What follows belongs to an exercise in optimizing a design on an open flow for small area, a short achievable clock period and few clock cycles per item; a production flow would make more cautious choices. The RTL was checked by simulation tests, not by an equivalence proof against the original design. Power is estimated from default activity; no workload was simulated.

==> flow/design.v <==
module seg_demod (
    input  wire        clk,
    input  wire        rst_n,
    input  wire        in_valid,
    output wire        in_ready,
    input  wire [15:0] in_sample,
    input  wire [1:0]  in_scheme,
    input  wire        in_invert,
    output reg         out_valid,
    input  wire        out_ready,
    output reg         out_bit,
    output wire [71:0] out_metric
);
    reg        rdy;
    reg        mbusy;            
    reg  [3:0] mt;               
    reg        done_a;           
    wire       mlast = mbusy && (mt == 4'd9);
    assign in_ready = rdy;
    reg  [3:0]  kc;              
    reg  [15:0] s_r;
    reg  [15:0] s6r, s11r, s15r;     
    reg  [3:0]  k_s;
    reg  [1:0]  sch_s;
    reg         inv_s;
    reg         v_s;
    wire        take = in_valid && rdy;
    always @(posedge clk) begin
        s_r   <= in_sample;
        s6r   <= in_sample;
        s11r  <= in_sample;
        s15r  <= in_sample;
        sch_s <= in_scheme;
        inv_s <= in_invert;
        k_s   <= kc;
    end
    wire signed [15:0] s  = s_r;
    wire [29:0] m6, m11, m15;
    wire m6t_1 = 1'b1 ^ s6r[15];
    wire m6t_2 = 1'b1 & s6r[15];
    wire m6t_3 = 1'b1 ^ s6r[10];
    wire m6t_4 = 1'b1 & s6r[10];
    wire m6t_5 = 1'b1 ^ s6r[11];
    wire m6t_6 = 1'b1 & s6r[11];
    wire m6t_7 = 1'b1 ^ s6r[12];
    wire m6t_8 = 1'b1 & s6r[12];
    wire m6t_9 = 1'b1 ^ s6r[13];
    wire m6t_10 = 1'b1 & s6r[13];
    wire m6t_11 = 1'b1 ^ s6r[14];
    wire m6t_12 = 1'b1 & s6r[14];
    wire m6t_13 = 1'b1 ^ ~s6r[10];
    wire m6t_14 = 1'b1 & ~s6r[10];
    wire m6t_15 = ~s6r[11] ^ s6r[5];
    wire m6t_16 = ~s6r[11] & s6r[5];
    wire m6t_17 = ~s6r[12] ^ s6r[6] ^ ~s6r[2];
    wire m6t_18 = (~s6r[12] & s6r[6]) | (~s6r[12] & ~s6r[2]) | (s6r[6] & ~s6r[2]);
    wire m6t_19 = ~s6r[13] ^ s6r[7] ^ ~s6r[3];
    wire m6t_20 = (~s6r[13] & s6r[7]) | (~s6r[13] & ~s6r[3]) | (s6r[7] & ~s6r[3]);
    wire m6t_21 = ~s6r[14] ^ s6r[8] ^ ~s6r[4];
    wire m6t_22 = (~s6r[14] & s6r[8]) | (~s6r[14] & ~s6r[4]) | (s6r[8] & ~s6r[4]);
    wire m6t_23 = s6r[9] ^ ~s6r[5] ^ s6r[3];
    wire m6t_24 = (s6r[9] & ~s6r[5]) | (s6r[9] & s6r[3]) | (~s6r[5] & s6r[3]);
    wire m6t_25 = ~s6r[6] ^ s6r[4] ^ m6t_3;
    wire m6t_26 = (~s6r[6] & s6r[4]) | (~s6r[6] & m6t_3) | (s6r[4] & m6t_3);
    wire m6t_27 = ~s6r[7] ^ s6r[5] ^ m6t_5;
    wire m6t_28 = (~s6r[7] & s6r[5]) | (~s6r[7] & m6t_5) | (s6r[5] & m6t_5);
    wire m6t_29 = ~s6r[8] ^ s6r[6] ^ m6t_7;
    wire m6t_30 = (~s6r[8] & s6r[6]) | (~s6r[8] & m6t_7) | (s6r[6] & m6t_7);
    wire m6t_31 = ~s6r[9] ^ s6r[7] ^ m6t_9;
    wire m6t_32 = (~s6r[9] & s6r[7]) | (~s6r[9] & m6t_9) | (s6r[7] & m6t_9);
    wire m6t_33 = ~s6r[10] ^ s6r[8] ^ m6t_11;
    wire m6t_34 = (~s6r[10] & s6r[8]) | (~s6r[10] & m6t_11) | (s6r[8] & m6t_11);
    wire m6t_35 = ~s6r[15] ^ ~s6r[11] ^ s6r[9];
    wire m6t_36 = (~s6r[15] & ~s6r[11]) | (~s6r[15] & s6r[9]) | (~s6r[11] & s6r[9]);
    wire m6t_37 = 1'b1 ^ ~s6r[12];
    wire m6t_38 = 1'b1 & ~s6r[12];
    wire m6t_39 = 1'b1 ^ ~s6r[13];
    wire m6t_40 = 1'b1 & ~s6r[13];
    wire m6t_41 = 1'b1 ^ ~s6r[14];
    wire m6t_42 = 1'b1 & ~s6r[14];
    wire m6t_43 = s6r[4] ^ ~s6r[0];
    wire m6t_44 = s6r[4] & ~s6r[0];
    wire m6t_45 = ~s6r[1] ^ m6t_15 ^ m6t_14;
    wire m6t_46 = (~s6r[1] & m6t_15) | (~s6r[1] & m6t_14) | (m6t_15 & m6t_14);
    wire m6t_47 = s6r[0] ^ m6t_17 ^ m6t_16;
    wire m6t_48 = (s6r[0] & m6t_17) | (s6r[0] & m6t_16) | (m6t_17 & m6t_16);
    wire m6t_49 = s6r[1] ^ m6t_19 ^ m6t_18;
    wire m6t_50 = (s6r[1] & m6t_19) | (s6r[1] & m6t_18) | (m6t_19 & m6t_18);
    wire m6t_51 = s6r[2] ^ m6t_21 ^ m6t_20;
    wire m6t_52 = (s6r[2] & m6t_21) | (s6r[2] & m6t_20) | (m6t_21 & m6t_20);
    wire m6t_53 = m6t_1 ^ m6t_23 ^ m6t_22;
    wire m6t_54 = (m6t_1 & m6t_23) | (m6t_1 & m6t_22) | (m6t_23 & m6t_22);
    wire m6t_55 = m6t_2 ^ m6t_25 ^ m6t_24;
    wire m6t_56 = (m6t_2 & m6t_25) | (m6t_2 & m6t_24) | (m6t_25 & m6t_24);
    wire m6t_57 = m6t_4 ^ m6t_27 ^ m6t_26;
    wire m6t_58 = (m6t_4 & m6t_27) | (m6t_4 & m6t_26) | (m6t_27 & m6t_26);
    wire m6t_59 = m6t_6 ^ m6t_29 ^ m6t_28;
    wire m6t_60 = (m6t_6 & m6t_29) | (m6t_6 & m6t_28) | (m6t_29 & m6t_28);
    wire m6t_61 = m6t_8 ^ m6t_31 ^ m6t_30;
    wire m6t_62 = (m6t_8 & m6t_31) | (m6t_8 & m6t_30) | (m6t_31 & m6t_30);
    wire m6t_63 = m6t_10 ^ m6t_33 ^ m6t_32;
    wire m6t_64 = (m6t_10 & m6t_33) | (m6t_10 & m6t_32) | (m6t_33 & m6t_32);
    wire m6t_65 = m6t_12 ^ m6t_35 ^ m6t_34;
    wire m6t_66 = (m6t_12 & m6t_35) | (m6t_12 & m6t_34) | (m6t_35 & m6t_34);
    wire m6t_67 = s6r[10] ^ m6t_37 ^ m6t_36;
    wire m6t_68 = (s6r[10] & m6t_37) | (s6r[10] & m6t_36) | (m6t_37 & m6t_36);
    wire m6t_69 = s6r[11] ^ m6t_39 ^ m6t_38;
    wire m6t_70 = (s6r[11] & m6t_39) | (s6r[11] & m6t_38) | (m6t_39 & m6t_38);
    wire m6t_71 = s6r[12] ^ m6t_41 ^ m6t_40;
    wire m6t_72 = (s6r[12] & m6t_41) | (s6r[12] & m6t_40) | (m6t_41 & m6t_40);
    wire m6t_73 = s6r[15] ^ s6r[13] ^ m6t_42;
    wire m6t_74 = (s6r[15] & s6r[13]) | (s6r[15] & m6t_42) | (s6r[13] & m6t_42);
    wire m6t_75 = 1'b1 ^ s6r[14];
    wire m6t_76 = 1'b1 & s6r[14];
    wire [29:0] m6t_r0 = {1'b1, m6t_76, m6t_74, m6t_72, m6t_70, m6t_68, m6t_66, m6t_64, m6t_62, m6t_60, m6t_58, m6t_56, m6t_54, m6t_52, m6t_50, m6t_48, m6t_46, m6t_44, m6t_43, s6r[3], s6r[2], s6r[1], s6r[0], ~s6r[5], ~s6r[4], ~s6r[3], ~s6r[2], ~s6r[1], ~s6r[0], 1'b0};
    wire [29:0] m6t_r1 = {1'b0, ~s6r[15], m6t_75, m6t_73, m6t_71, m6t_69, m6t_67, m6t_65, m6t_63, m6t_61, m6t_59, m6t_57, m6t_55, m6t_53, m6t_51, m6t_49, m6t_47, m6t_45, m6t_13, ~s6r[9], ~s6r[8], ~s6r[7], ~s6r[6], 1'b0, 1'b0, 1'b0, 1'b0, 1'b0, 1'b1, 1'b0};
    assign m6 = m6t_r0 + m6t_r1;
    wire m11t_1 = 1'b1 ^ ~s11r[15];
    wire m11t_2 = 1'b1 & ~s11r[15];
    wire m11t_3 = 1'b1 ^ s11r[10];
    wire m11t_4 = 1'b1 & s11r[10];
    wire m11t_5 = 1'b1 ^ s11r[11];
    wire m11t_6 = 1'b1 & s11r[11];
    wire m11t_7 = 1'b1 ^ s11r[12];
    wire m11t_8 = 1'b1 & s11r[12];
    wire m11t_9 = 1'b1 ^ s11r[13];
    wire m11t_10 = 1'b1 & s11r[13];
    wire m11t_11 = 1'b1 ^ s11r[14];
    wire m11t_12 = 1'b1 & s11r[14];
    wire m11t_13 = s11r[11] ^ s11r[5];
    wire m11t_14 = s11r[11] & s11r[5];
    wire m11t_15 = s11r[12] ^ s11r[6] ^ s11r[4];
    wire m11t_16 = (s11r[12] & s11r[6]) | (s11r[12] & s11r[4]) | (s11r[6] & s11r[4]);
    wire m11t_17 = s11r[13] ^ s11r[7] ^ s11r[5];
    wire m11t_18 = (s11r[13] & s11r[7]) | (s11r[13] & s11r[5]) | (s11r[7] & s11r[5]);
    wire m11t_19 = s11r[3] ^ s11r[2];
    wire m11t_20 = s11r[3] & s11r[2];
    wire m11t_21 = s11r[14] ^ s11r[8] ^ s11r[6];
    wire m11t_22 = (s11r[14] & s11r[8]) | (s11r[14] & s11r[6]) | (s11r[8] & s11r[6]);
    wire m11t_23 = s11r[4] ^ s11r[3] ^ s11r[1];
    wire m11t_24 = (s11r[4] & s11r[3]) | (s11r[4] & s11r[1]) | (s11r[3] & s11r[1]);
    wire m11t_25 = s11r[9] ^ s11r[7] ^ s11r[5];
    wire m11t_26 = (s11r[9] & s11r[7]) | (s11r[9] & s11r[5]) | (s11r[7] & s11r[5]);
    wire m11t_27 = s11r[4] ^ s11r[2] ^ m11t_1;
    wire m11t_28 = (s11r[4] & s11r[2]) | (s11r[4] & m11t_1) | (s11r[2] & m11t_1);
    wire m11t_29 = s11r[8] ^ s11r[6] ^ s11r[5];
    wire m11t_30 = (s11r[8] & s11r[6]) | (s11r[8] & s11r[5]) | (s11r[6] & s11r[5]);
    wire m11t_31 = s11r[3] ^ m11t_3 ^ m11t_2;
    wire m11t_32 = (s11r[3] & m11t_3) | (s11r[3] & m11t_2) | (m11t_3 & m11t_2);
    wire m11t_33 = s11r[9] ^ s11r[7] ^ s11r[6];
    wire m11t_34 = (s11r[9] & s11r[7]) | (s11r[9] & s11r[6]) | (s11r[7] & s11r[6]);
    wire m11t_35 = s11r[4] ^ m11t_5 ^ m11t_4;
    wire m11t_36 = (s11r[4] & m11t_5) | (s11r[4] & m11t_4) | (m11t_5 & m11t_4);
    wire m11t_37 = s11r[10] ^ s11r[8] ^ s11r[7];
    wire m11t_38 = (s11r[10] & s11r[8]) | (s11r[10] & s11r[7]) | (s11r[8] & s11r[7]);
    wire m11t_39 = s11r[5] ^ m11t_7 ^ m11t_6;
    wire m11t_40 = (s11r[5] & m11t_7) | (s11r[5] & m11t_6) | (m11t_7 & m11t_6);
    wire m11t_41 = s11r[11] ^ s11r[9] ^ s11r[8];
    wire m11t_42 = (s11r[11] & s11r[9]) | (s11r[11] & s11r[8]) | (s11r[9] & s11r[8]);
    wire m11t_43 = s11r[6] ^ m11t_9 ^ m11t_8;
    wire m11t_44 = (s11r[6] & m11t_9) | (s11r[6] & m11t_8) | (m11t_9 & m11t_8);
    wire m11t_45 = s11r[12] ^ s11r[10] ^ s11r[9];
    wire m11t_46 = (s11r[12] & s11r[10]) | (s11r[12] & s11r[9]) | (s11r[10] & s11r[9]);
    wire m11t_47 = s11r[7] ^ m11t_11 ^ m11t_10;
    wire m11t_48 = (s11r[7] & m11t_11) | (s11r[7] & m11t_10) | (m11t_11 & m11t_10);
    wire m11t_49 = ~s11r[15] ^ s11r[13] ^ s11r[11];
    wire m11t_50 = (~s11r[15] & s11r[13]) | (~s11r[15] & s11r[11]) | (s11r[13] & s11r[11]);
    wire m11t_51 = s11r[10] ^ s11r[8] ^ m11t_12;
    wire m11t_52 = (s11r[10] & s11r[8]) | (s11r[10] & m11t_12) | (s11r[8] & m11t_12);
    wire m11t_53 = 1'b1 ^ s11r[14] ^ s11r[12];
    wire m11t_54 = (1'b1 & s11r[14]) | (1'b1 & s11r[12]) | (s11r[14] & s11r[12]);
    wire m11t_55 = s11r[11] ^ s11r[9];
    wire m11t_56 = s11r[11] & s11r[9];
    wire m11t_57 = ~s11r[15] ^ s11r[13] ^ s11r[12];
    wire m11t_58 = (~s11r[15] & s11r[13]) | (~s11r[15] & s11r[12]) | (s11r[13] & s11r[12]);
    wire m11t_59 = 1'b1 ^ s11r[14];
    wire m11t_60 = 1'b1 & s11r[14];
    wire m11t_61 = s11r[10] ^ s11r[4];
    wire m11t_62 = s11r[10] & s11r[4];
    wire m11t_63 = s11r[3] ^ s11r[1] ^ s11r[0];
    wire m11t_64 = (s11r[3] & s11r[1]) | (s11r[3] & s11r[0]) | (s11r[1] & s11r[0]);
    wire m11t_65 = s11r[2] ^ s11r[1] ^ m11t_15;
    wire m11t_66 = (s11r[2] & s11r[1]) | (s11r[2] & m11t_15) | (s11r[1] & m11t_15);
    wire m11t_67 = s11r[0] ^ m11t_19 ^ m11t_17;
    wire m11t_68 = (s11r[0] & m11t_19) | (s11r[0] & m11t_17) | (m11t_19 & m11t_17);
    wire m11t_69 = m11t_23 ^ m11t_21 ^ m11t_20;
    wire m11t_70 = (m11t_23 & m11t_21) | (m11t_23 & m11t_20) | (m11t_21 & m11t_20);
    wire m11t_71 = m11t_27 ^ m11t_25 ^ m11t_24;
    wire m11t_72 = (m11t_27 & m11t_25) | (m11t_27 & m11t_24) | (m11t_25 & m11t_24);
    wire m11t_73 = m11t_31 ^ m11t_29 ^ m11t_28;
    wire m11t_74 = (m11t_31 & m11t_29) | (m11t_31 & m11t_28) | (m11t_29 & m11t_28);
    wire m11t_75 = m11t_35 ^ m11t_33 ^ m11t_32;
    wire m11t_76 = (m11t_35 & m11t_33) | (m11t_35 & m11t_32) | (m11t_33 & m11t_32);
    wire m11t_77 = m11t_39 ^ m11t_37 ^ m11t_36;
    wire m11t_78 = (m11t_39 & m11t_37) | (m11t_39 & m11t_36) | (m11t_37 & m11t_36);
    wire m11t_79 = m11t_43 ^ m11t_41 ^ m11t_40;
    wire m11t_80 = (m11t_43 & m11t_41) | (m11t_43 & m11t_40) | (m11t_41 & m11t_40);
    wire m11t_81 = m11t_47 ^ m11t_45 ^ m11t_44;
    wire m11t_82 = (m11t_47 & m11t_45) | (m11t_47 & m11t_44) | (m11t_45 & m11t_44);
    wire m11t_83 = m11t_51 ^ m11t_49 ^ m11t_48;
    wire m11t_84 = (m11t_51 & m11t_49) | (m11t_51 & m11t_48) | (m11t_49 & m11t_48);
    wire m11t_85 = m11t_55 ^ m11t_53 ^ m11t_52;
    wire m11t_86 = (m11t_55 & m11t_53) | (m11t_55 & m11t_52) | (m11t_53 & m11t_52);
    wire m11t_87 = s11r[10] ^ m11t_57 ^ m11t_56;
    wire m11t_88 = (s11r[10] & m11t_57) | (s11r[10] & m11t_56) | (m11t_57 & m11t_56);
    wire m11t_89 = s11r[13] ^ s11r[11] ^ m11t_59;
    wire m11t_90 = (s11r[13] & s11r[11]) | (s11r[13] & m11t_59) | (s11r[11] & m11t_59);
    wire m11t_91 = ~s11r[15] ^ s11r[14] ^ s11r[12];
    wire m11t_92 = (~s11r[15] & s11r[14]) | (~s11r[15] & s11r[12]) | (s11r[14] & s11r[12]);
    wire m11t_93 = s11r[8] ^ s11r[2];
    wire m11t_94 = s11r[8] & s11r[2];
    wire m11t_95 = s11r[9] ^ s11r[3] ^ s11r[1];
    wire m11t_96 = (s11r[9] & s11r[3]) | (s11r[9] & s11r[1]) | (s11r[3] & s11r[1]);
    wire m11t_97 = s11r[2] ^ s11r[0] ^ m11t_61;
    wire m11t_98 = (s11r[2] & s11r[0]) | (s11r[2] & m11t_61) | (s11r[0] & m11t_61);
    wire m11t_99 = m11t_13 ^ m11t_63 ^ m11t_62;
    wire m11t_100 = (m11t_13 & m11t_63) | (m11t_13 & m11t_62) | (m11t_63 & m11t_62);
    wire m11t_101 = m11t_14 ^ m11t_65 ^ m11t_64;
    wire m11t_102 = (m11t_14 & m11t_65) | (m11t_14 & m11t_64) | (m11t_65 & m11t_64);
    wire m11t_103 = m11t_16 ^ m11t_67 ^ m11t_66;
    wire m11t_104 = (m11t_16 & m11t_67) | (m11t_16 & m11t_66) | (m11t_67 & m11t_66);
    wire m11t_105 = m11t_18 ^ m11t_69 ^ m11t_68;
    wire m11t_106 = (m11t_18 & m11t_69) | (m11t_18 & m11t_68) | (m11t_69 & m11t_68);
    wire m11t_107 = m11t_22 ^ m11t_71 ^ m11t_70;
    wire m11t_108 = (m11t_22 & m11t_71) | (m11t_22 & m11t_70) | (m11t_71 & m11t_70);
    wire m11t_109 = m11t_26 ^ m11t_73 ^ m11t_72;
    wire m11t_110 = (m11t_26 & m11t_73) | (m11t_26 & m11t_72) | (m11t_73 & m11t_72);
    wire m11t_111 = m11t_30 ^ m11t_75 ^ m11t_74;
    wire m11t_112 = (m11t_30 & m11t_75) | (m11t_30 & m11t_74) | (m11t_75 & m11t_74);
    wire m11t_113 = m11t_34 ^ m11t_77 ^ m11t_76;
    wire m11t_114 = (m11t_34 & m11t_77) | (m11t_34 & m11t_76) | (m11t_77 & m11t_76);
    wire m11t_115 = m11t_38 ^ m11t_79 ^ m11t_78;
    wire m11t_116 = (m11t_38 & m11t_79) | (m11t_38 & m11t_78) | (m11t_79 & m11t_78);
    wire m11t_117 = m11t_42 ^ m11t_81 ^ m11t_80;
    wire m11t_118 = (m11t_42 & m11t_81) | (m11t_42 & m11t_80) | (m11t_81 & m11t_80);
    wire m11t_119 = m11t_46 ^ m11t_83 ^ m11t_82;
    wire m11t_120 = (m11t_46 & m11t_83) | (m11t_46 & m11t_82) | (m11t_83 & m11t_82);
    wire m11t_121 = m11t_50 ^ m11t_85 ^ m11t_84;
    wire m11t_122 = (m11t_50 & m11t_85) | (m11t_50 & m11t_84) | (m11t_85 & m11t_84);
    wire m11t_123 = m11t_54 ^ m11t_87 ^ m11t_86;
    wire m11t_124 = (m11t_54 & m11t_87) | (m11t_54 & m11t_86) | (m11t_87 & m11t_86);
    wire m11t_125 = m11t_58 ^ m11t_89 ^ m11t_88;
    wire m11t_126 = (m11t_58 & m11t_89) | (m11t_58 & m11t_88) | (m11t_89 & m11t_88);
    wire m11t_127 = m11t_60 ^ m11t_91 ^ m11t_90;
    wire m11t_128 = (m11t_60 & m11t_91) | (m11t_60 & m11t_90) | (m11t_91 & m11t_90);
    wire m11t_129 = ~s11r[15] ^ s11r[13] ^ m11t_92;
    wire m11t_130 = (~s11r[15] & s11r[13]) | (~s11r[15] & m11t_92) | (s11r[13] & m11t_92);
    wire m11t_131 = 1'b1 ^ s11r[14];
    wire m11t_132 = 1'b1 & s11r[14];
    wire [29:0] m11t_r0 = {1'b1, m11t_132, m11t_130, m11t_128, m11t_126, m11t_124, m11t_122, m11t_120, m11t_118, m11t_116, m11t_114, m11t_112, m11t_110, m11t_108, m11t_106, m11t_104, m11t_102, m11t_100, m11t_98, m11t_96, m11t_94, m11t_93, s11r[1], s11r[0], s11r[5], s11r[4], s11r[3], s11r[2], s11r[1], s11r[0]};
    wire [29:0] m11t_r1 = {1'b0, ~s11r[15], m11t_131, m11t_129, m11t_127, m11t_125, m11t_123, m11t_121, m11t_119, m11t_117, m11t_115, m11t_113, m11t_111, m11t_109, m11t_107, m11t_105, m11t_103, m11t_101, m11t_99, m11t_97, m11t_95, s11r[0], s11r[7], s11r[6], 1'b0, 1'b0, 1'b0, 1'b0, 1'b0, 1'b0};
    assign m11 = m11t_r0 + m11t_r1;
    wire m15t_1 = 1'b1 ^ s15r[10];
    wire m15t_2 = 1'b1 & s15r[10];
    wire m15t_3 = s15r[11] ^ s15r[6];
    wire m15t_4 = s15r[11] & s15r[6];
    wire m15t_5 = s15r[12] ^ s15r[7];
    wire m15t_6 = s15r[12] & s15r[7];
    wire m15t_7 = s15r[13] ^ s15r[8];
    wire m15t_8 = s15r[13] & s15r[8];
    wire m15t_9 = s15r[14] ^ s15r[9] ^ ~s15r[6];
    wire m15t_10 = (s15r[14] & s15r[9]) | (s15r[14] & ~s15r[6]) | (s15r[9] & ~s15r[6]);
    wire m15t_11 = 1'b1 ^ ~s15r[15] ^ s15r[10];
    wire m15t_12 = (1'b1 & ~s15r[15]) | (1'b1 & s15r[10]) | (~s15r[15] & s15r[10]);
    wire m15t_13 = ~s15r[7] ^ ~s15r[5];
    wire m15t_14 = ~s15r[7] & ~s15r[5];
    wire m15t_15 = 1'b1 ^ s15r[11] ^ ~s15r[8];
    wire m15t_16 = (1'b1 & s15r[11]) | (1'b1 & ~s15r[8]) | (s15r[11] & ~s15r[8]);
    wire m15t_17 = ~s15r[6] ^ s15r[2];
    wire m15t_18 = ~s15r[6] & s15r[2];
    wire m15t_19 = 1'b1 ^ s15r[12] ^ ~s15r[9];
    wire m15t_20 = (1'b1 & s15r[12]) | (1'b1 & ~s15r[9]) | (s15r[12] & ~s15r[9]);
    wire m15t_21 = ~s15r[7] ^ s15r[3];
    wire m15t_22 = ~s15r[7] & s15r[3];
    wire m15t_23 = 1'b1 ^ s15r[13] ^ ~s15r[10];
    wire m15t_24 = (1'b1 & s15r[13]) | (1'b1 & ~s15r[10]) | (s15r[13] & ~s15r[10]);
    wire m15t_25 = ~s15r[8] ^ s15r[4];
    wire m15t_26 = ~s15r[8] & s15r[4];
    wire m15t_27 = 1'b1 ^ s15r[14] ^ ~s15r[11];
    wire m15t_28 = (1'b1 & s15r[14]) | (1'b1 & ~s15r[11]) | (s15r[14] & ~s15r[11]);
    wire m15t_29 = ~s15r[9] ^ s15r[5];
    wire m15t_30 = ~s15r[9] & s15r[5];
    wire m15t_31 = ~s15r[15] ^ ~s15r[12] ^ ~s15r[10];
    wire m15t_32 = (~s15r[15] & ~s15r[12]) | (~s15r[15] & ~s15r[10]) | (~s15r[12] & ~s15r[10]);
    wire m15t_33 = 1'b1 ^ ~s15r[13];
    wire m15t_34 = 1'b1 & ~s15r[13];
    wire m15t_35 = 1'b1 ^ ~s15r[14];
    wire m15t_36 = 1'b1 & ~s15r[14];
    wire m15t_37 = 1'b1 ^ s15r[8];
    wire m15t_38 = 1'b1 & s15r[8];
    wire m15t_39 = s15r[9] ^ s15r[4];
    wire m15t_40 = s15r[9] & s15r[4];
    wire m15t_41 = s15r[5] ^ ~s15r[2] ^ ~s15r[0];
    wire m15t_42 = (s15r[5] & ~s15r[2]) | (s15r[5] & ~s15r[0]) | (~s15r[2] & ~s15r[0]);
    wire m15t_43 = ~s15r[3] ^ ~s15r[1] ^ m15t_3;
    wire m15t_44 = (~s15r[3] & ~s15r[1]) | (~s15r[3] & m15t_3) | (~s15r[1] & m15t_3);
    wire m15t_45 = ~s15r[4] ^ ~s15r[2] ^ m15t_5;
    wire m15t_46 = (~s15r[4] & ~s15r[2]) | (~s15r[4] & m15t_5) | (~s15r[2] & m15t_5);
    wire m15t_47 = ~s15r[5] ^ ~s15r[3] ^ m15t_7;
    wire m15t_48 = (~s15r[5] & ~s15r[3]) | (~s15r[5] & m15t_7) | (~s15r[3] & m15t_7);
    wire m15t_49 = ~s15r[4] ^ s15r[0] ^ m15t_9;
    wire m15t_50 = (~s15r[4] & s15r[0]) | (~s15r[4] & m15t_9) | (s15r[0] & m15t_9);
    wire m15t_51 = s15r[1] ^ m15t_13 ^ m15t_11;
    wire m15t_52 = (s15r[1] & m15t_13) | (s15r[1] & m15t_11) | (m15t_13 & m15t_11);
    wire m15t_53 = m15t_17 ^ m15t_15 ^ m15t_14;
    wire m15t_54 = (m15t_17 & m15t_15) | (m15t_17 & m15t_14) | (m15t_15 & m15t_14);
    wire m15t_55 = m15t_21 ^ m15t_19 ^ m15t_18;
    wire m15t_56 = (m15t_21 & m15t_19) | (m15t_21 & m15t_18) | (m15t_19 & m15t_18);
    wire m15t_57 = m15t_25 ^ m15t_23 ^ m15t_22;
    wire m15t_58 = (m15t_25 & m15t_23) | (m15t_25 & m15t_22) | (m15t_23 & m15t_22);
    wire m15t_59 = m15t_29 ^ m15t_27 ^ m15t_26;
    wire m15t_60 = (m15t_29 & m15t_27) | (m15t_29 & m15t_26) | (m15t_27 & m15t_26);
    wire m15t_61 = s15r[6] ^ m15t_31 ^ m15t_30;
    wire m15t_62 = (s15r[6] & m15t_31) | (s15r[6] & m15t_30) | (m15t_31 & m15t_30);
    wire m15t_63 = ~s15r[11] ^ s15r[7] ^ m15t_33;
    wire m15t_64 = (~s15r[11] & s15r[7]) | (~s15r[11] & m15t_33) | (s15r[7] & m15t_33);
    wire m15t_65 = ~s15r[12] ^ s15r[8] ^ m15t_35;
    wire m15t_66 = (~s15r[12] & s15r[8]) | (~s15r[12] & m15t_35) | (s15r[8] & m15t_35);
    wire m15t_67 = s15r[15] ^ ~s15r[13] ^ s15r[9];
    wire m15t_68 = (s15r[15] & ~s15r[13]) | (s15r[15] & s15r[9]) | (~s15r[13] & s15r[9]);
    wire m15t_69 = 1'b1 ^ ~s15r[14];
    wire m15t_70 = 1'b1 & ~s15r[14];
    wire m15t_71 = s15r[3] ^ ~s15r[0];
    wire m15t_72 = s15r[3] & ~s15r[0];
    wire m15t_73 = ~s15r[1] ^ m15t_39 ^ m15t_38;
    wire m15t_74 = (~s15r[1] & m15t_39) | (~s15r[1] & m15t_38) | (m15t_39 & m15t_38);
    wire m15t_75 = m15t_1 ^ m15t_41 ^ m15t_40;
    wire m15t_76 = (m15t_1 & m15t_41) | (m15t_1 & m15t_40) | (m15t_41 & m15t_40);
    wire m15t_77 = m15t_2 ^ m15t_43 ^ m15t_42;
    wire m15t_78 = (m15t_2 & m15t_43) | (m15t_2 & m15t_42) | (m15t_43 & m15t_42);
    wire m15t_79 = m15t_4 ^ m15t_45 ^ m15t_44;
    wire m15t_80 = (m15t_4 & m15t_45) | (m15t_4 & m15t_44) | (m15t_45 & m15t_44);
    wire m15t_81 = m15t_6 ^ m15t_47 ^ m15t_46;
    wire m15t_82 = (m15t_6 & m15t_47) | (m15t_6 & m15t_46) | (m15t_47 & m15t_46);
    wire m15t_83 = m15t_8 ^ m15t_49 ^ m15t_48;
    wire m15t_84 = (m15t_8 & m15t_49) | (m15t_8 & m15t_48) | (m15t_49 & m15t_48);
    wire m15t_85 = m15t_10 ^ m15t_51 ^ m15t_50;
    wire m15t_86 = (m15t_10 & m15t_51) | (m15t_10 & m15t_50) | (m15t_51 & m15t_50);
    wire m15t_87 = m15t_12 ^ m15t_53 ^ m15t_52;
    wire m15t_88 = (m15t_12 & m15t_53) | (m15t_12 & m15t_52) | (m15t_53 & m15t_52);
    wire m15t_89 = m15t_16 ^ m15t_55 ^ m15t_54;
    wire m15t_90 = (m15t_16 & m15t_55) | (m15t_16 & m15t_54) | (m15t_55 & m15t_54);
    wire m15t_91 = m15t_20 ^ m15t_57 ^ m15t_56;
    wire m15t_92 = (m15t_20 & m15t_57) | (m15t_20 & m15t_56) | (m15t_57 & m15t_56);
    wire m15t_93 = m15t_24 ^ m15t_59 ^ m15t_58;
    wire m15t_94 = (m15t_24 & m15t_59) | (m15t_24 & m15t_58) | (m15t_59 & m15t_58);
    wire m15t_95 = m15t_28 ^ m15t_61 ^ m15t_60;
    wire m15t_96 = (m15t_28 & m15t_61) | (m15t_28 & m15t_60) | (m15t_61 & m15t_60);
    wire m15t_97 = m15t_32 ^ m15t_63 ^ m15t_62;
    wire m15t_98 = (m15t_32 & m15t_63) | (m15t_32 & m15t_62) | (m15t_63 & m15t_62);
    wire m15t_99 = m15t_34 ^ m15t_65 ^ m15t_64;
    wire m15t_100 = (m15t_34 & m15t_65) | (m15t_34 & m15t_64) | (m15t_65 & m15t_64);
    wire m15t_101 = m15t_36 ^ m15t_67 ^ m15t_66;
    wire m15t_102 = (m15t_36 & m15t_67) | (m15t_36 & m15t_66) | (m15t_67 & m15t_66);
    wire m15t_103 = s15r[10] ^ m15t_69 ^ m15t_68;
    wire m15t_104 = (s15r[10] & m15t_69) | (s15r[10] & m15t_68) | (m15t_69 & m15t_68);
    wire m15t_105 = s15r[15] ^ s15r[11] ^ m15t_70;
    wire m15t_106 = (s15r[15] & s15r[11]) | (s15r[15] & m15t_70) | (s15r[11] & m15t_70);
    wire m15t_107 = 1'b1 ^ s15r[12];
    wire m15t_108 = 1'b1 & s15r[12];
    wire m15t_109 = 1'b1 ^ s15r[13];
    wire m15t_110 = 1'b1 & s15r[13];
    wire m15t_111 = 1'b1 ^ s15r[14];
    wire m15t_112 = 1'b1 & s15r[14];
    wire [29:0] m15t_r0 = {m15t_112, m15t_110, m15t_108, m15t_106, m15t_104, m15t_102, m15t_100, m15t_98, m15t_96, m15t_94, m15t_92, m15t_90, m15t_88, m15t_86, m15t_84, m15t_82, m15t_80, m15t_78, m15t_76, m15t_74, m15t_72, m15t_71, s15r[2], s15r[1], s15r[0], s15r[4], s15r[3], s15r[2], s15r[1], s15r[0]};
    wire [29:0] m15t_r1 = {~s15r[15], m15t_111, m15t_109, m15t_107, m15t_105, m15t_103, m15t_101, m15t_99, m15t_97, m15t_95, m15t_93, m15t_91, m15t_89, m15t_87, m15t_85, m15t_83, m15t_81, m15t_79, m15t_77, m15t_75, m15t_73, m15t_37, s15r[7], s15r[6], s15r[5], 1'b0, 1'b0, 1'b0, 1'b0, 1'b0};
    assign m15 = m15t_r0 + m15t_r1;
    function [4:0] sin1c;
        input [3:0] j;
        begin
            case (j[2:0])
                3'd1, 3'd7: sin1c[3:0] = 4'b0001;
                3'd2, 3'd6: sin1c[3:0] = 4'b0010;
                3'd3, 3'd5: sin1c[3:0] = 4'b0100;
                3'd4:       sin1c[3:0] = 4'b1000;
                default:    sin1c[3:0] = 4'b0000;
            endcase
            sin1c[4] = j[3];
        end
    endfunction
    reg         fsk_p, ask_p, ie_p;
    wire        first_s = v_s && (k_s == 4'd0);
    wire        fsk_e = first_s ? (sch_s == 2'd1) : fsk_p;
    wire        ask_e = first_s ? (sch_s == 2'd0) : ask_p;
    wire [4:0]  ci1 = sin1c(k_s);
    wire [4:0]  cq1 = sin1c(k_s + 4'd4);
    wire [4:0]  ci2 = sin1c({k_s[2:0], 1'b0});
    wire [4:0]  cq2 = sin1c({k_s[2:0], 1'b0} + 4'd4);
    reg  signed [29:0] p6, p11, p15;
    reg  signed [15:0] s_p;
    reg  [3:0]  k_p;
    reg         v_p;
    reg  [4:0]  sa, sb, sc, sd;      
    reg         n_a, n_b, n_c, n_d;
    reg  [3:0]  fst;                 
    always @(posedge clk) begin
        p6  <= m6;
        p11 <= m11;
        p15 <= m15;
        s_p <= s_r;
        k_p <= k_s;
        fsk_p <= fsk_e;
        ask_p <= ask_e;
        if (first_s)
            ie_p <= (sch_s == 2'd2) && inv_s;
        sa  <= !v_s ? 5'd0 : ask_e ? 5'b10000 : {1'b0, ci2[3:0]};
        sb  <= (v_s && fsk_e) ? {1'b0, ci1[3:0]} : 5'd0;
        sc  <= (v_s && fsk_e) ? {1'b0, cq2[3:0]} : 5'd0;
        sd  <= (v_s && fsk_e) ? {1'b0, cq1[3:0]} : 5'd0;
        n_a <= !ask_e && ci2[4];
        n_b <= ci1[4];
        n_c <= cq2[4];
        n_d <= cq1[4];
        fst <= {4{first_s}};
    end
    function [34:0] pick;
        input [4:0] c;
        input signed [29:0] a6, a11, a15;
        input signed [15:0] sv;
        reg signed [34:0] e6, e11, e15, e16, es;
        begin
            e6 = a6; e11 = a11; e15 = a15; e16 = sv <<< 14; es = sv;
            pick = ({35{c[0]}} & e6) | ({35{c[1]}} & e11) | ({35{c[2]}} & e15)
                 | ({35{c[3]}} & e16) | ({35{c[4]}} & es);
        end
    endfunction
    wire [34:0] va = pick(sa, p6, p11, p15, s_p) ^ {35{n_a}};
    wire [34:0] vb = pick(sb, p6, p11, p15, s_p) ^ {35{n_b}};
    wire [34:0] vc = pick(sc, p6, p11, p15, s_p) ^ {35{n_c}};
    wire [34:0] vd = pick(sd, p6, p11, p15, s_p) ^ {35{n_d}};
    function [34:0] acc3;
        input [34:0] a, u, w;
        input ci0, ci1;
        reg [34:0] sm, cy;
        reg [35:0] t;
        begin
            sm = a ^ u ^ w;
            cy = {(a[33:0] & u[33:0]) | (a[33:0] & w[33:0]) | (u[33:0] & w[33:0]), ci0};
            t  = {sm, 1'b1} + {cy, ci1};
            acc3 = t[35:1];
        end
    endfunction
    reg  [34:0] ax1, ay1, ax2, ay2;
    reg         fsk_a, ie_a;
    wire [34:0] bx1 = fst[0] ? 35'd0 : ax1;
    wire [34:0] by1 = fst[1] ? 35'd0 : ay1;
    wire [34:0] bx2 = fst[2] ? 35'd0 : ax2;
    wire [34:0] by2 = fst[3] ? 35'd0 : ay2;
    always @(posedge clk) begin
        ax1 <= acc3(bx1, va, ~vb, n_a, !n_b);
        ay1 <= acc3(by1, va,  vb, n_a,  n_b);
        ax2 <= acc3(bx2, vc, ~vd, n_c, !n_d);
        ay2 <= acc3(by2, vc,  vd, n_c,  n_d);
        if (v_p && k_p == 4'd15) begin
            fsk_a <= fsk_p;
            ie_a  <= ie_p;
        end
    end
    reg signed [34:0] x1, x2;
    reg        [35:0] y1, y2;
    reg        [35:0] cs_s, cs_c;    
    reg        [1:0]  cc;            
    reg               nz;            
    reg               ie_m;
    reg        [67:0] om;
    reg               fin;           
    reg        [2:0]  xf;            
    reg               om_sh;         
    reg               om_hi;         
    assign out_metric = {{4{om[67]}}, om};
    wire xfer = done_a;
    function [3:0] bdig;
        input [2:0] b;
        begin
            bdig[0] = ~b[2] & (b[1] ^ b[0]);
            bdig[1] =  b[2] & (b[1] ^ b[0]);
            bdig[2] = ~b[2] &  b[1] &  b[0];
            bdig[3] =  b[2] & ~b[1] & ~b[0];
        end
    endfunction
    function [35:0] brow;
        input signed [34:0] x;
        input [3:0] d;
        reg [35:0] xe, xs, v;
        begin
            xe = {x[34], x};
            xs = {xe[34:0], 1'b0};
            v  = ({36{d[0]}} & xe) | ({36{d[1]}} & ~xe) | ({36{d[2]}} & xs) | ({36{d[3]}} & ~xs);
            brow = {~v[35], v[34:0]};
        end
    endfunction
    wire [35:0] ny1 = fsk_a ? {ay1[34], ay1} : 36'd1;
    wire [35:0] ny2 = {ay2[34], ay2};
    wire [4:0]  nw1 = xfer ? {ny1[3:0], 1'b0} : y1[7:3];
    wire [4:0]  nw2 = xfer ? {ny2[3:0], 1'b0} : y2[7:3];
    reg  [3:0]  d1a, d1b, d2a, d2b;
    reg  [3:0]  e1a, e1b, e2a, e2b;    
    wire [35:0] r1a = {brow(x1, e1a) >> 18, 18'd0} | (brow(x1, d1a) & 36'h3FFFF);
    wire [35:0] r1b = {brow(x1, e1b) >> 18, 18'd0} | (brow(x1, d1b) & 36'h3FFFF);
    wire [35:0] r2a = {brow(x2, e2a) >> 18, 18'd0} | (brow(x2, d2a) & 36'h3FFFF);
    wire [35:0] r2b = {brow(x2, e2b) >> 18, 18'd0} | (brow(x2, d2b) & 36'h3FFFF);
    wire n1a = d1a[1] | d1a[3];
    wire n1b = d1b[1] | d1b[3];
    wire n2a = d2a[1] | d2a[3];
    wire n2b = d2b[1] | d2b[3];
    wire [39:0] v0 = {4'd0, cs_s};
    wire [39:0] v1 = {4'd0, cs_c};
    wire [39:0] v2 = {4'd0, r1a};
    wire [39:0] v3 = {4'd0, r2a};
    wire [39:0] v4 = {2'd0, r1b, 1'b0, n1a};
    wire [39:0] v5 = {2'd0, r2b, 1'b0, n2a};
    wire [39:0] a1 = v0 ^ v1 ^ v2;
    wire [39:0] b1 = {(v0[38:0] & v1[38:0]) | (v0[38:0] & v2[38:0]) | (v1[38:0] & v2[38:0]), 1'b0};
    wire [39:0] a2 = v3 ^ v4 ^ v5;
    wire [39:0] b2 = {(v3[38:0] & v4[38:0]) | (v3[38:0] & v5[38:0]) | (v4[38:0] & v5[38:0]), 1'b0};
    wire [39:0] a3 = a1 ^ b1 ^ a2;
    wire [39:0] b3 = {(a1[38:0] & b1[38:0]) | (a1[38:0] & a2[38:0]) | (b1[38:0] & a2[38:0]), 1'b0};
    wire [39:0] a4 = a3 ^ b3 ^ b2;
    wire [39:0] b4 = {(a3[38:0] & b3[38:0]) | (a3[38:0] & b2[38:0]) | (b3[38:0] & b2[38:0]), 1'b0};
    wire [1:0] nb   = {1'b0, n1b} + {1'b0, n2b};
    wire [5:0] lowd = {2'b0, a4[3:0]} + {2'b0, b4[3:0]} + {4'b0, cc} + {2'b0, nb, 2'b0};
    wire [31:0] hi = cs_s[31:0] + cs_c[31:0] + {30'd0, cc} + 32'hAAAAAAAB;
    always @(posedge clk) begin
        if (xf[0]) begin
            x1  <= ax1;
            x2  <= ax2;
            ie_m <= ie_a;
        end
        y1  <= xf[1] ? ny1 : {4'd0, y1[35:4]};
        y2  <= xf[1] ? ny2 : {4'd0, y2[35:4]};
        d1a <= bdig(nw1[2:0]);  e1a <= bdig(nw1[2:0]);
        d1b <= bdig(nw1[4:2]);  e1b <= bdig(nw1[4:2]);
        d2a <= bdig(nw2[2:0]);  e2a <= bdig(nw2[2:0]);
        d2b <= bdig(nw2[4:2]);  e2b <= bdig(nw2[4:2]);
        if (xf[2]) begin
            cs_s <= 36'd0;
            cs_c <= 36'd0;
            cc   <= 2'd0;
            nz   <= 1'b0;
        end else begin
            cs_s <= a4[39:4];
            cs_c <= b4[39:4];
            cc   <= lowd[5:4];
            if (om_sh)
                nz <= nz | (lowd[3:0] != 4'd0);
        end
        if (om_sh)
            om[35:0] <= {lowd[3:0], om[35:4]};
        if (om_hi)
            om[67:36] <= hi;
        if (fin)
            out_bit <= (!om[67] && (om[67:36] != 32'd0 || nz)) ^ ie_m;
    end
    wire [3:0] kc_n    = take ? kc + 4'd1 : kc;
    wire       mbusy_n = xfer || (mbusy && !mlast);
    wire [3:0] mt_n    = xfer ? 4'd0 : (mbusy ? mt + 4'd1 : mt);
    wire       ov_n    = fin || (out_valid && !out_ready);
    wire       done_n  = v_p && (k_p == 4'd15);
    always @(posedge clk) begin
        if (!rst_n) begin
            rdy       <= 1'b1;
            kc        <= 4'd0;
            v_s       <= 1'b0;
            v_p       <= 1'b0;
            done_a    <= 1'b0;
            xf        <= 3'd0;
            mbusy     <= 1'b0;
            mt        <= 4'd0;
            om_sh     <= 1'b0;
            om_hi     <= 1'b0;
            fin       <= 1'b0;
            out_valid <= 1'b0;
        end else begin
            rdy       <= (kc_n != 4'd15) || (!mbusy_n && !mlast && !ov_n);
            kc        <= kc_n;
            v_s       <= take;
            v_p       <= v_s;
            done_a    <= done_n;
            xf        <= {3{done_n}};
            mbusy     <= mbusy_n;
            mt        <= mt_n;
            om_sh     <= mbusy_n && (mt_n <= 4'd8);
            om_hi     <= mbusy_n && (mt_n == 4'd9);
            fin       <= mlast;
            out_valid <= ov_n;
        end
    end
endmodule
==> flow/run.sh <==
#!/bin/bash
# synth_recipe.tcl (not shown) runs the flow's synth.tcl, then flattens the netlist and writes it again
# the make line also repeats each setting of config.mk as NAME=value (left out here)
make -C /OpenROAD-flow-scripts/flow DESIGN_CONFIG=/design/flow/config.mk WORK_HOME=/design/flow/orfs CLKGATE_MAP_FILE= SYNTH_SCRIPT=/design/flow/synth_recipe.tcl finish
==> flow/config.mk <==
export PLATFORM = sky130hd
export DESIGN_NAME = seg_demod
export DESIGN_NICKNAME = seg_demod
export VERILOG_FILES = /design/flow/design.v
export SDC_FILE = /design/flow/constraint.sdc
export NUM_CORES = 4
export LEC_CHECK = 0
export CAP_MARGIN = 20
export CORE_MARGIN = 2
export CORE_UTILIZATION = 60
export SLEW_MARGIN = 20
==> flow/constraint.sdc <==
create_clock -name core_clock -period 16.0 [get_ports {clk}]
set_input_delay 3.2000 -clock core_clock [delete_from_list [all_inputs] [get_ports {clk}]]
set_output_delay 3.2000 -clock core_clock [all_outputs]
set_load 0.01 [all_outputs]
==> results of run 1 <==
logic make-up after synthesis:
kind of cell / synth area share [%]
DFF: 29.21
adders and majority gates: 26.60
buffers and inverters: 6.731
muxes: 4.943
and+or+nand+nor: 10.82
AOI/OAI and AO/OA: 13.99
xor gates and xnor gates: 7.708
worst register-to-register path: stages, from the launching register on:
cell and delay (ps):
sky130_fd_sc_hd__dfxtp_4 930, sky130_fd_sc_hd__buf_4 770, sky130_fd_sc_hd__nor2b_1 170, sky130_fd_sc_hd__fa_1 470, sky130_fd_sc_hd__ha_1 370, sky130_fd_sc_hd__and3_1 220
sky130_fd_sc_hd__a221oi_2 340, sky130_fd_sc_hd__nand3_1 150, sky130_fd_sc_hd__a21oi_1 380, sky130_fd_sc_hd__o211ai_1 270, sky130_fd_sc_hd__o41a_1 440, sky130_fd_sc_hd__a221o_1 350
sky130_fd_sc_hd__a21o_1 180, sky130_fd_sc_hd__xor2_1 140
stage by stage:
stage | power (mW) | util, %
2_1_floorplan | 4.573 | -
3_3_place_gp | 5.335 | 63.12
3_5_place_dp | 5.367 | 63.12
4_1_cts | 7.065 | 66.36
5_1_grt | 7.558 | 66.38
6_report | 7.061 | 66.38
registers in the layout (all words and copies together) (netlist names), 32 cells and up:
register,flops
ay1,35
ax1,35
om,68
cs_s,35
x2,35
ay2,35
ax2,35
y2,32
cs_c,35
y1,32
x1,35
cells in the final DEF (no fill, tap or decap), types with 12 or more instances in the layout:
cell	n
sky130_fd_sc_hd__or3_1	13
sky130_fd_sc_hd__mux2i_1	81
sky130_fd_sc_hd__a21o_1	125
sky130_fd_sc_hd__nor2_1	137
sky130_fd_sc_hd__nand4_1	17
sky130_fd_sc_hd__xor2_1	128
sky130_fd_sc_hd__maj3_1	14
sky130_fd_sc_hd__a21oi_1	184
sky130_fd_sc_hd__o21a_1	34
sky130_fd_sc_hd__a211oi_1	120
sky130_fd_sc_hd__a22oi_1	38
sky130_fd_sc_hd__inv_1	622
sky130_fd_sc_hd__and2_1	12
sky130_fd_sc_hd__a222oi_1	19
sky130_fd_sc_hd__nor2b_1	310
sky130_fd_sc_hd__buf_4	28
sky130_fd_sc_hd__nor3_1	30
sky130_fd_sc_hd__a22o_1	35
sky130_fd_sc_hd__mux2_2	127
sky130_fd_sc_hd__xnor2_1	269
sky130_fd_sc_hd__dfxtp_1	435
sky130_fd_sc_hd__o21ai_1	30
sky130_fd_sc_hd__fa_1	371
sky130_fd_sc_hd__or2_2	14
sky130_fd_sc_hd__nand3_1	64
sky130_fd_sc_hd__o21bai_1	26
sky130_fd_sc_hd__o21ai_0	104
sky130_fd_sc_hd__clkbuf_16	70
sky130_fd_sc_hd__a221oi_1	49
sky130_fd_sc_hd__clkinv_2	12
sky130_fd_sc_hd__and3_1	22
sky130_fd_sc_hd__ha_1	359
sky130_fd_sc_hd__clkdlybuf4s50_1	97
sky130_fd_sc_hd__nand2b_1	75
sky130_fd_sc_hd__nand2_1	177
sky130_fd_sc_hd__edfxtp_1	143
sky130_fd_sc_hd__a31oi_1	20
report_power, final:
part	total (mW)	internal, mW	switching [mW]	leakage [nW]
combinational	3.24	1.41	1.83	16.5
clock	1.67	0.987	0.685	1.18
sequential	2.14	1.87	0.274	5.00
total	7.06	4.27	2.79	22.7
final cells by class:
cell class / count / share of cell area (%)
multi-input combinational: 3164 / 58.72
sequential: 590 / 26.79
inverter: 623 / 4.724
clock buffer: 87 / 3.829
tap: 969 / 2.449
timing repair buffer: 126 / 2.427
clock inverter: 36 / 1.057
layer usage:
metal / routed length, um / part of all wire, % / vias to the layer above / global-route usage, %
met5: 16 / 0.014 / - / 0
met4: 5154 / 4.5 / 2 / 12.77
met3: 5023 / 4.4 / 254 / 3.297
met2: 52980 / 47 / 839 / 49.39
met1: 50270 / 44 / 15520 / 39.20
li1: - / - / 15420 / -
worst paths after layout:
kind	start	endpoint	slack [ps]	depth (start not counted)
worst max-delay path	fst[0]	ax2[31]	10670	13
worst min-delay path	k_s[3]	k_p[3]	350	0
worst max register to register	fst[0]	ax2[31]	10670	13
worst min register to register	k_s[3]	k_p[3]	350	0
==> impl_metrics.env, run 1 <==
export IMPL_status="finished clean"
export IMPL_critPathRequiredTime_ps=16510
export IMPL_setup_violations=0
export IMPL_grt_first_pass_wirelength_mm=180.8
export IMPL_postSynthRegisterBits=590
export IMPL_cp_num_buf_inv=1
export IMPL_ctsLongestPathBuffers=3
export IMPL_synth_top_area_share_pct=19.74
export IMPL_synth_seq_area_share_pct=29.21
export IMPL_insertion_delay_ps=640
export IMPL_drt_initial_drc_count=2237
export IMPL_fp_dieArea_mm2=0.07777
export IMPL_routedWlPerCell_um=20.28
export IMPL_floorplan_die_height_um=278.9
export IMPL_drt_pre_antenna_iters=6
export IMPL_worstHoldPathType="register to register"
export IMPL_path_class="register to register"
export IMPL_ys_flop_type="sky130_fd_sc_hd__dfxtp_1"
export IMPL_fp_row_count=100
export IMPL_gpl_final_weighted_congestion=0.9727
export IMPL_dp_hpwl_mm=89.26
export IMPL_clock_sinks=590
export IMPL_worst_setup_path_start_kind="register"
export IMPL_grt_pass1_vias=32320
export IMPL_tightestPinTransition_ps=1034
export IMPL_dpl_cell_area_mm2=0.04707
export IMPL_cts_made_buffers=68
export IMPL_multiInputGateArea_mm2=0.02907
export IMPL_setup_repair_after_global_routing_missed_its_margin="no"
export IMPL_layout_area_seq_mm2=0.01326
export IMPL_worst_path_max_fanout=75
export IMPL_end_kind="register"
export IMPL_timing_critical_path_slowest_stage_cell="sky130_fd_sc_hd__dfxtp_4"
export IMPL_hold_buffers=0
export IMPL_synth_fp_nets=5311
export IMPL_finalSetupTns_ps=0
export IMPL_power_static_leakage_nw=22.66
export IMPL_maxSlewViolCount=0
export IMPL_pre_cts_slack_ps=10560
export IMPL_globalRouteTotalUtil_pct=29.62
export IMPL_finish_cell_count_without_fillers=5595
export IMPL_drive_above_1_share_pct=7.544
export IMPL_path_clk_slew_ps=60
export IMPL_post_synth_top_count_cell="sky130_fd_sc_hd__inv_1"
export IMPL_fin_skew_ps=42.83
export IMPL_route_detailed_drc=0
export IMPL_post_cts_resized_instances=0
export IMPL_cp_data_arrival_time_ps=5840
export IMPL_cell_breakdown_of_the_critical_path="buf_4 > nor2b_1 > fa_1 > ha_1 > and3_1 > a221oi_2 > nand3_1 > a21oi_1 > o211ai_1 > o41a_1 > a221o_1 > a21o_1 > xor2_1"
export IMPL_total_number_of_vias=32030
export IMPL_cap_viol_max_count=0
export IMPL_timing_slew_headroom_pct=31.07
export IMPL_synth_enable_flop_cells=143
export IMPL_h_tree_levels=3
export IMPL_place_inst=5472
export IMPL_area_delta_synth_final_pct=9.187
export IMPL_yosys_warnings=1
export IMPL_routed_via_density=5.725
export IMPL_initial_core_util_pct=60.80
export IMPL_num_fill_cells=6144
export IMPL_synth_largest_area_cell="sky130_fd_sc_hd__dfxtp_1"
export IMPL_critical_path_top_delay_family="compound AO/OA/AOI/OAI gates"
export IMPL_pin_count=98
export IMPL_die_w_um=278.9
export IMPL_synth_cell_types=95
export IMPL_area_inside_the_core_boundary_mm2=0.07457
export IMPL_whs_ps=352.3
export IMPL_finalWorstPathRequiredPeriod_ps=5327
export IMPL_final_min_period_over_clock_period_pct=33.30
export IMPL_cts_repair_timing_setup_buffer_count=0
export IMPL_globalRoute_totalOverflow=0
export IMPL_final_antenna_net_count=0
export IMPL_n_antenna_cell=0
export IMPL_vdd_ir_drop_max_uv=120.9
export IMPL_fmaxAchievable_mhz=187.7
export IMPL_route_final_wire_length_mm=113.4
export IMPL_antenna_found_initial=3
export IMPL_clockRootBuffer="sky130_fd_sc_hd__clkbuf_16"
export IMPL_synth_commonest_cells="sky130_fd_sc_hd__inv_1 (622), sky130_fd_sc_hd__dfxtp_1 (447), sky130_fd_sc_hd__fa_1 (371), sky130_fd_sc_hd__ha_1 (359), sky130_fd_sc_hd__nor2b_1 (310)"
export IMPL_buffers_added_on_ports=97
export IMPL_final_setup_worst_slack_ps=10670
export IMPL_share_of_async_settable_or_async_resettable_flops_after_synthesis_pct=0
export IMPL_tritoncts_clock_tree="done"
export IMPL_slowest_delay_ps=930
export IMPL_total_count_of_hold_check_failures_in_the_final_report=0
export IMPL_finalInstanceArea_mm2=0.04950
export IMPL_netlist_area_mm2=0.04534
export IMPL_postSynthAreaPerCell_um2=9.946
export IMPL_cellPowerDensity_mw_per_mm2=142.6
export IMPL_synth_area_top_cells="sky130_fd_sc_hd__dfxtp_1 (20%), sky130_fd_sc_hd__fa_1 (16%), sky130_fd_sc_hd__ha_1 (9.9%)"
export IMPL_fin_nets=5326
export IMPL_pin_count_of_the_biggest_net_entering_global_routing=189
export IMPL_syn_inst=4558
Testbench counts, summed over its fixed seeds: cycles 51,320, items 3,200.
==> inputs of run 2 (changes only) <==
--- a/flow/config.mk
+++ b/flow/config.mk
@@ -7,5 +7,5 @@
 export LEC_CHECK = 0
 export CAP_MARGIN = 20
 export CORE_MARGIN = 2
-export CORE_UTILIZATION = 60
+export CORE_UTILIZATION = 25
 export SLEW_MARGIN = 20
==> impl_metrics.env, run 2 <==
export IMPL_ff2ff_setup_slack_ps=10800
export IMPL_synth_top_area_share_pct=19.74
export IMPL_tritoncts_clock_tree="done"
export IMPL_vdd_ir_drop_max_uv=83.64
export IMPL_routedWlPerCell_um=17.57
export IMPL_yosys_warnings=1
export IMPL_final_min_period_over_clock_period_pct=32.52
export IMPL_worst_hold_startpoint="k_s[3]"
export IMPL_cp_num_buf_inv=2
export IMPL_fin_skew_ps=30.49
export IMPL_power_static_leakage_nw=22.63
export IMPL_floorplan_die_height_um=429.8
export IMPL_ys_flop_type="sky130_fd_sc_hd__dfxtp_1"
export IMPL_drt_initial_drc_count=2343
export IMPL_end_kind="register"
export IMPL_num_fill_cells=18750
export IMPL_hold_buffers=0
export IMPL_synth_cell_types=95
export IMPL_r2r_end="ay2[32]"
export IMPL_worstHoldPathType="register to register"
export IMPL_cts_repair_timing_setup_buffer_count=0
export IMPL_total_count_of_hold_check_failures_in_the_final_report=0
export IMPL_total_number_of_vias=32120
export IMPL_fmaxAchievable_mhz=192.2
export IMPL_tightestPinTransition_ps=1153
export IMPL_grt_first_pass_wirelength_mm=192.2
export IMPL_initial_core_util_pct=25.11
export IMPL_synth_commonest_cells="sky130_fd_sc_hd__inv_1 (622), sky130_fd_sc_hd__dfxtp_1 (447), sky130_fd_sc_hd__fa_1 (371), sky130_fd_sc_hd__ha_1 (359), sky130_fd_sc_hd__nor2b_1 (310)"
export IMPL_pin_count=98
export IMPL_insertion_delay_ps=680
export IMPL_critPathRequiredTime_ps=16560
export IMPL_setup_violations=0
export IMPL_cp_data_arrival_time_ps=5770
export IMPL_globalRoute_totalOverflow=0
export IMPL_share_of_async_settable_or_async_resettable_flops_after_synthesis_pct=0
export IMPL_postSynthAreaPerCell_um2=9.946
export IMPL_route_detailed_drc=0
export IMPL_fp_dieArea_mm2=0.1848
export IMPL_pre_cts_slack_ps=10780
export IMPL_drt_pre_antenna_iters=8
export IMPL_worstReg2RegStart="fst[0]"
export IMPL_worst_path_max_fanout=87
export IMPL_comb_power_share_pct=46.2
export IMPL_area_delta_synth_final_pct=13.18
export IMPL_layout_common_cells="sky130_fd_sc_hd__inv_1 (622), sky130_fd_sc_hd__dfxtp_1 (434), sky130_fd_sc_hd__fa_1 (371)"
export IMPL_fin_nets=5325
export IMPL_globalRouteTotalUtil_pct=13.25
export IMPL_synth_enable_flop_cells=143
export IMPL_clock_power_share_pct=24.0
export IMPL_finalWorstPathRequiredPeriod_ps=5203
export IMPL_maxSlewViolCount=0
export IMPL_timing_slew_headroom_pct=23.02
export IMPL_ctsLongestPathBuffers=3
export IMPL_cts_made_buffers=68
export IMPL_path_clk_slew_ps=60
export IMPL_whs_endpoint="k_p[3]"
export IMPL_final_antenna_net_count=0
export IMPL_fp_row_count=156
export IMPL_slowest_delay_ps=720
export IMPL_netSwitchingPower_mw=2.863
export IMPL_routed_via_density=4.590
export IMPL_h_tree_levels=3
export IMPL_post_synth_top_count_cell="sky130_fd_sc_hd__inv_1"
export IMPL_cellInternalPower_mw=4.296
export IMPL_setup_repair_after_global_routing_missed_its_margin="no"
export IMPL_antenna_found_initial=5
export IMPL_die_w_um=429.8
export IMPL_largest_register_ffs=68
export IMPL_synth_largest_area_cell="sky130_fd_sc_hd__dfxtp_1"
export IMPL_route_final_wire_length_mm=123.0
export IMPL_postSynthRegisterBits=590
export IMPL_synth_fp_nets=5311
export IMPL_cell_breakdown_of_the_critical_path="buf_4 > buf_4 > nor2b_1 > fa_1 > ha_1 > a211oi_2 > o31ai_2 > o31ai_4 > o31ai_1 > a31oi_1 > o31ai_1 > a31o_1 > a31oi_1 > nand2_1 > a21oi_1 > xnor2_1"
export IMPL_buffers_added_on_ports=97
export IMPL_cap_viol_max_count=0
export IMPL_timing_reg2reg_worst_path_depth=16
export IMPL_post_cts_resized_instances=0
export IMPL_layout_commonest_cell="sky130_fd_sc_hd__inv_1"
export IMPL_seq_power_share_pct=29.8
export IMPL_drive_above_1_share_pct=7.606
export IMPL_final_setup_worst_slack_ps=10800
export IMPL_path_class="register to register"
export IMPL_cellPowerDensity_mw_per_mm2=139.5
export IMPL_finalSetupTns_ps=0
export IMPL_clockRootBuffer="sky130_fd_sc_hd__clkbuf_16"
export IMPL_critical_path_top_delay_family="compound AO/OA/AOI/OAI gates"
export IMPL_netlist_area_mm2=0.04534
export IMPL_syn_inst=4558
export IMPL_power_switching_fraction_pct=39.99
export IMPL_clock_sinks=590
export IMPL_area_inside_the_core_boundary_mm2=0.1805
export IMPL_timing_hold_worst_path_depth=0
export IMPL_top_register="om"
export IMPL_pin_count_of_the_biggest_net_entering_global_routing=129
export IMPL_timing_critical_path_slowest_stage_cell="sky130_fd_sc_hd__buf_4"
export IMPL_grt_pass1_vias=32170
export IMPL_worst_setup_path_start_kind="register"
export IMPL_dp_hpwl_mm=97.04
export IMPL_synth_seq_area_share_pct=29.21
export IMPL_status="finished clean"
export IMPL_synth_area_top_cells="sky130_fd_sc_hd__dfxtp_1 (20%), sky130_fd_sc_hd__fa_1 (16%), sky130_fd_sc_hd__ha_1 (9.9%)"
export IMPL_gpl_final_weighted_congestion=0.9555
## run 2: cell counts after synthesis
Identical to the previous run, type by type.
## run 2: power groups by stage
stage          logic, mW  registers, mW  clock network [mW]
2_1_floorplan       2.57           2.00                   0
3_3_place_gp        3.21           2.15                   0
3_5_place_dp        3.24           2.15                   0
4_1_cts             3.27           2.12                1.77
5_1_grt             3.69           2.16                1.82
6_report            3.31           2.13                1.72
## run 2: kinds of logic after synthesis
| group | count (synthesis) | synth area share (%) |
|---|---|---|
| XOR/XNOR | 399 | 7.708 |
| AND/OR/NAND/NOR | 915 | 10.82 |
| adder cells (fa/ha/maj) | 744 | 26.60 |
| flip-flops | 590 | 29.21 |
| buffers and inverters | 804 | 6.731 |
| AO/OA/AOI/OAI | 898 | 13.99 |
| multiplexers | 208 | 4.943 |
## run 2: how the worst max path moves through the flow
| stage | from | to | cells after the start |
|---|---|---|---|
| 2_1_floorplan | n_d | ax2[31] | 17 |
| 3_3_place_gp | s_r[12] | p11[27] | 17 |
| 4_1_cts | fst[0] | ay2[32] | 16 |
| 3_5_place_dp | fst[0] | ay2[32] | 16 |
| 6_report | fst[0] | ay2[32] | 16 |
| 5_1_grt | s_r[12] | p11[27] | 17 |
## run 2: metrics by stage
step | cells | utilization [%] | power, mW | instance area (um2) | hold WS [ps]
floorplan | 4558 | - | 4.573 | 45340 | 330.8
global placement | 6871 | 27.03 | 5.363 | 48800 | 372.9
detailed placement | 6872 | 27.05 | 5.395 | 48850 | 363.7
CTS | 6998 | 28.42 | 7.157 | 51310 | 368.7
global route | 6998 | 28.42 | 7.671 | 51310 | 374.2
finish | 6999 | 28.42 | 7.159 | 51310 | 368.7
## run 2: layout make-up
class | instances | area, um2 | share of cell area, %
multi-input combinational | 3164 | 29070 | 56.65
sequential | 590 | 13260 | 25.85
tap | 2370 | 2965 | 5.779
inverter | 623 | 2338 | 4.557
clock buffer | 84 | 1886 | 3.675
timing repair buffer | 125 | 1214 | 2.365
clock inverter | 42 | 574.3 | 1.119
antenna | 1 | 2.502 | 0.004877
## run 2: routing by layer
metal | global-route usage (%) | vias up | share of wire, %
li1 | - | 15420 | -
met1 | 19.32 | 15640 | 49
met2 | 19.63 | 889 | 42
met3 | 2.223 | 171 | 5.9
met4 | 4.439 | 0 | 3.1
met5 | 0 | - | 0
==> inputs of run 3 (changes only) <==
==> flow/flow/run.sh (new file) <==
#!/bin/bash
# The standard layout (the standard.sh: ORFS synthesis to final layout),
# with plain buffers on the ports instead of the delay buffer that
# buffer_ports picks by default.  Everything else is unchanged.
set -euo pipefail
export BUFFER_PORTS_ARGS="-buffer_cell sky130_fd_sc_hd__buf_2"
bash standard.sh > standard_flow.log 2>&1
==> flow/standard.sh (new file) <==
#!/bin/bash
# synth_recipe.tcl (not shown) runs the flow's synth.tcl, then flattens the netlist and writes it again
# the make line also repeats each setting of config.mk as NAME=value (left out here)
make -C /OpenROAD-flow-scripts/flow DESIGN_CONFIG=/design/flow/config.mk WORK_HOME=/design/flow/orfs CLKGATE_MAP_FILE= SYNTH_SCRIPT=/design/flow/synth_recipe.tcl "${@:-finish}"
--- a/flow/config.mk
+++ b/flow/config.mk
@@ -8,4 +8,7 @@
 export CAP_MARGIN = 20
 export CORE_MARGIN = 2
 export CORE_UTILIZATION = 25
+export CTS_BUF_LIST = sky130_fd_sc_hd__clkbuf_8 sky130_fd_sc_hd__clkbuf_16
+export CTS_CLUSTER_DIAMETER = 150
+export CTS_CLUSTER_SIZE = 20
 export SLEW_MARGIN = 20
removed: flow/run.sh
==> impl_metrics.env, run 3 <==
export IMPL_path_clk_slew_ps=100
export IMPL_setup_repair_after_global_routing_missed_its_margin="no"
export IMPL_share_of_async_settable_or_async_resettable_flops_after_synthesis_pct=0
export IMPL_pin_count=98
export IMPL_synth_largest_area_cell="sky130_fd_sc_hd__dfxtp_1"
export IMPL_route_final_wire_length_mm=121.6
export IMPL_syn_inst=4558
export IMPL_pin_count_of_the_biggest_net_entering_global_routing=79
export IMPL_post_synth_top_count_cell="sky130_fd_sc_hd__inv_1"
export IMPL_fin_nets=5292
export IMPL_fmaxAchievable_mhz=193.7
export IMPL_clock_sinks=590
export IMPL_fp_row_count=156
export IMPL_top_register="om"
export IMPL_power_static_leakage_nw=22.03
export IMPL_status="finished clean"
export IMPL_globalRouteTotalUtil_pct=13.03
export IMPL_worst_hold_startpoint="k_s[3]"
export IMPL_drt_initial_drc_count=2221
export IMPL_synth_cell_types=95
export IMPL_setup_violations=0
export IMPL_ys_flop_type="sky130_fd_sc_hd__dfxtp_1"
export IMPL_cap_viol_max_count=0
export IMPL_worst_path_max_fanout=13
export IMPL_path_class="register to register"
export IMPL_finalSetupTns_ps=0
export IMPL_timing_slew_headroom_pct=26.61
export IMPL_drt_pre_antenna_iters=10
export IMPL_netlist_area_mm2=0.04534
export IMPL_r2r_end="p11[27]"
export IMPL_die_w_um=429.8
export IMPL_power_total_mw=6.383
export IMPL_cellPowerDensity_mw_per_mm2=129.3
export IMPL_whs_endpoint="k_p[3]"
export IMPL_hold_buffers=0
export IMPL_tightestPinTransition_ps=1099
export IMPL_globalRoute_totalOverflow=0
export IMPL_fin_skew_ps=36.16
export IMPL_yosys_warnings=1
export IMPL_drive_above_1_share_pct=8.178
export IMPL_synth_enable_flop_cells=143
export IMPL_timing_hold_worst_path_depth=0
export IMPL_routed_via_density=4.578
export IMPL_cp_data_arrival_time_ps=5680
export IMPL_maxSlewViolCount=0
export IMPL_finalInstanceArea_mm2=0.04936
export IMPL_synth_top_area_share_pct=19.74
export IMPL_final_min_period_over_clock_period_pct=32.27
export IMPL_layout_common_cells="sky130_fd_sc_hd__inv_1 (639), sky130_fd_sc_hd__dfxtp_1 (435), sky130_fd_sc_hd__fa_1 (371)"
export IMPL_grt_first_pass_wirelength_mm=189.9
export IMPL_timing_reg2reg_worst_path_depth=14
export IMPL_synth_fp_nets=5311
export IMPL_largest_register_ffs=68
export IMPL_finalWorstPathRequiredPeriod_ps=5164
export IMPL_insertion_delay_ps=620
export IMPL_synth_area_top_cells="sky130_fd_sc_hd__dfxtp_1 (20%), sky130_fd_sc_hd__fa_1 (16%), sky130_fd_sc_hd__ha_1 (9.9%)"
export IMPL_cts_made_buffers=36
export IMPL_floorplan_die_height_um=429.8
export IMPL_vdd_ir_drop_max_uv=81.47
export IMPL_synth_seq_area_share_pct=29.21
export IMPL_route_detailed_drc=0
export IMPL_post_cts_resized_instances=0
export IMPL_area_inside_the_core_boundary_mm2=0.1805
export IMPL_h_tree_levels=2
export IMPL_area_delta_synth_final_pct=8.876
export IMPL_ctsLongestPathBuffers=3
export IMPL_routedWlPerCell_um=17.55
export IMPL_dpl_cell_area_mm2=0.04831
export IMPL_worstReg2RegStart="s_r[13]"
export IMPL_end_kind="register"
export IMPL_grt_pass1_vias=31250
==> run 3: metal layers <==
| metal | GRT usage, % | vias up | part of all wire [%] |
|---|---|---|---|
| li1 | - | 15310 | - |
| met1 | 19.41 | 15410 | 50 |
| met2 | 19.38 | 880 | 42 |
| met3 | 1.841 | 129 | 5.7 |
| met4 | 3.677 | 2 | 2.8 |
| met5 | 0 | - | 0.011 |
==> run 3: cell families after synthesis <==
| kind of cell | share of synthesized area [%] |
|---|---|
| simple gates | 10.82 |
| compound gates | 13.99 |
| buf+inv | 6.731 |
| fa+ha+maj | 26.60 |
| flops | 29.21 |
| xor+xnor | 7.708 |
| mux | 4.943 |
==> run 3: where the power goes <==
| part | internal [mW] | leakage [nW] | switching, mW |
|---|---|---|---|
| registers | 1.87 | 5.00 | 0.255 |
| clock network | 0.427 | 0.577 | 0.555 |
| logic | 1.42 | 16.5 | 1.86 |
==> run 3: worst max-delay path, stage by stage (launching register included) <==
cell                      delay, ps
sky130_fd_sc_hd__dfxtp_1        830
sky130_fd_sc_hd__inv_1          620
sky130_fd_sc_hd__fa_1           680
sky130_fd_sc_hd__inv_1           50
sky130_fd_sc_hd__fa_1           490
sky130_fd_sc_hd__inv_1           60
sky130_fd_sc_hd__fa_1           450
sky130_fd_sc_hd__ha_1           350
sky130_fd_sc_hd__a21o_1         180
sky130_fd_sc_hd__a221o_1        380
sky130_fd_sc_hd__o21ai_0        290
sky130_fd_sc_hd__a21oi_1        110
sky130_fd_sc_hd__a21oi_1        320
sky130_fd_sc_hd__o21ai_1        110
sky130_fd_sc_hd__xor2_1         150
==> run 3: layout make-up <==
cell class                 instances  area [um2]  area share, %
tap                             2370        2965          6.008
sequential                       590       13260          26.87
clock inverter                    23       122.6         0.2484
clock buffer                      37       925.9          1.876
multi-input combinational       3164       29060          58.87
timing repair buffer             124       688.2          1.394
inverter                         623        2338          4.738
==> run 3: worst max-delay path by stage <==
stage,start,to,slack (ps)
floorplan,n_d,ax2[31],11390
global placement,s_r[11],p11[27],10850
detailed placement,s_r[13],p11[27],10800
CTS,s_r[13],p11[28],10780
global route,s_r[12],p11[27],10400
finish,s_r[13],p11[27],10840
==> run 3: metrics by stage <==
step                      setup WS (ps)  hold slack, ps  instances  utilization (%)
after CTS                         10780           361.8       6931            27.34
after detailed placement          10800           344.5       6871            26.76
final                             10840           364.7       6931            27.34
after global routing              10400           384.9       6931            27.34
after floorplan                   11390           330.8       4558                -
after global placement            10850           350.7       6871            26.76
